Background: an optimization exercise with open tools, aiming at small area, a short achievable clock period and few clock cycles. Do not read the settings as production practice.
Function was checked by simulation only, so behaviour that the tests miss may differ from the original.
Power figures rest on the tool's default switching activity, not on a simulated workload.

## hqd_bsx
module hqd_bsx (
    input  wire        clk,
    input  wire        rst,
    input  wire        reg_we,
    input  wire [3:0]  reg_addr,
    input  wire [15:0] reg_wdata,
    output reg  [15:0] reg_rdata,
    input  wire        g_we,
    input  wire [7:0]  g_row,
    input  wire [7:0]  g_col,
    input  wire        g_d,
    output wire        s_valid,
    output wire [1:0]  s_sym,
    input  wire        s_ready
);
    localparam integer NMAX = 33;
    localparam [3:0] R_CMD     = 4'd0;
    localparam [3:0] R_STATUS  = 4'd1;
    localparam [3:0] R_SIZE    = 4'd2;
    localparam [3:0] R_MASK    = 4'd3;
    localparam [3:0] R_FMTRAW  = 4'd4;
    localparam [3:0] R_FMTINFO = 4'd5;
    localparam [3:0] R_COUNT   = 4'd6;
    localparam [3:0] R_VERSION = 4'd7;
    localparam [3:0] R_PROW    = 4'd8;
    localparam [3:0] R_PCOL    = 4'd9;
    localparam [3:0] R_PRES    = 4'd10;
    localparam [1:0] EC_NONE    = 2'd0;    
    localparam [1:0] EC_SHAPE   = 2'd1;    
    localparam [1:0] EC_BOUNDS  = 2'd2;    
  ...
export LEC_CHECK = 0
export CAP_MARGIN = 20
export CORE_MARGIN = 2
export CORE_UTILIZATION = 60
export SLEW_MARGIN = 20
create_clock -name core_clock -period 25.0 [get_ports {clk}]
standard.sh (not shown) runs the stock make flow with config.mk's settings and CLKGATE_MAP_FILE= SYNTH_SCRIPT=/design/flow/synth_recipe.tcl, a recipe that flattens the netlist after the stock synthesis.
==> flow/flow/run.sh <==
#!/bin/bash
# The standard layout (standard.sh: unchanged synthesis and steps) with three make settings:
# - timing repair aims for 14 ns of setup slack instead of 0;
# - the clock tree uses clkbuf_8, sink clusters of up to 16 (diameter up to 60 um), no dummy loads;
# - every input and output port still gets a buffer, a buf_2.
# make's full output goes to standard_flow.log here; ORFS's per-step logs stay under orfs/logs.
set -euo pipefail
bash standard.sh \
  SETUP_SLACK_MARGIN=14 \
  "CTS_ARGS=-sink_clustering_enable -repair_clock_nets -dont_use_dummy_load -sink_clustering_size 16 -sink_clustering_max_diameter 60 -buf_list sky130_fd_sc_hd__clkbuf_8" \
  "BUFFER_PORTS_ARGS=-buffer_cell sky130_fd_sc_hd__buf_2" \
  finish > standard_flow.log 2>&1
Testbench counts at the start, summed over its fixed seeds: cycles 32,224.
==> next run, changes <==
==> flow/flow/run.sh (replaced) <==
#!/bin/bash
# The standard layout (standard.sh: unchanged synthesis and steps) with two make settings:
# timing repair aims for 14 ns of setup slack instead of 0, and the clock tree uses clkbuf_8
# with sink clusters of up to 12 (diameter up to 60 um) and no dummy loads.
# make's full output goes to standard_flow.log here; ORFS's per-step logs stay under orfs/logs.
set -euo pipefail
bash standard.sh \
  SETUP_SLACK_MARGIN=14 \
  "CTS_ARGS=-sink_clustering_enable -repair_clock_nets -dont_use_dummy_load -sink_clustering_size 12 -sink_clustering_max_diameter 60 -buf_list sky130_fd_sc_hd__clkbuf_8" \
  finish > standard_flow.log 2>&1
- The changed run completed without violations
- power rose by 2.6%
- synthesized area stays the same
- routed wire length rose by 0.30%
- clock-buffer cell count rose by 19
- design area rose by 0.81%
- sequential power hardly moves
- sequential cell count stays the same
==> next run, changes <==
==> flow/flow/run.sh (replaced) <==
#!/bin/bash
# The standard layout (standard.sh: unchanged synthesis and steps) with these make settings:
# - timing repair aims for 14 ns of setup slack instead of 0;
# - the floorplan step removes the synthesis buffers (REMOVE_ABC_BUFFERS) instead of
#   repairing timing with them, and repair_design rebuffers as needed;
# - the clock tree uses clkbuf_8, sink clusters of up to 16 (diameter up to 60 um), no dummy loads;
# - every input and output port still gets a buffer, a buf_2.
# make's full output goes to standard_flow.log here; ORFS's per-step logs stay under orfs/logs.
set -euo pipefail
bash standard.sh \
  SETUP_SLACK_MARGIN=14 \
  REMOVE_ABC_BUFFERS=1 \
  "CTS_ARGS=-sink_clustering_enable -repair_clock_nets -dont_use_dummy_load -sink_clustering_size 16 -sink_clustering_max_diameter 60 -buf_list sky130_fd_sc_hd__clkbuf_8" \
  "BUFFER_PORTS_ARGS=-buffer_cell sky130_fd_sc_hd__buf_2" \
  finish > standard_flow.log 2>&1
Effect: The changed run completed with no timing, DRC or antenna violations. Combinational power hardly moves. Critical path depth fell by 1. Total power falls by about 3%. Non-clock buffer count went up by 4. Sequential cell count is unchanged.

## what the ideal ports hide
Ports are ideal in the flow. The routed layouts listed here were re-timed in OpenROAD.
Step 1, drivers: a clkbuf_16 drives clk and a buf_2 each remaining input, both assumed.
Step 2, shift: input delay + t, output delay - t, t = (earliest + latest rising clock arrival at the registers) / 2. This alone moves slack from input paths to output paths.
a / b / c = ideal ports / drivers / drivers and shift; a / b = the first two.
run	shift t [ns]	setup WS [ns]	worst setup path at the end
the first run	0.776	13.718 / 13.647 / 13.647	input to output
the second run	0.827	13.736 / 13.664 / 13.664	input to output
the third run	0.793	13.787 / 13.679 / 13.679	input to output
After both steps setup and hold are still met in every run listed. For the third run, which loses most, drivers alone change the setup slack by -0.108 ns; drivers and shift together by -0.108 ns.
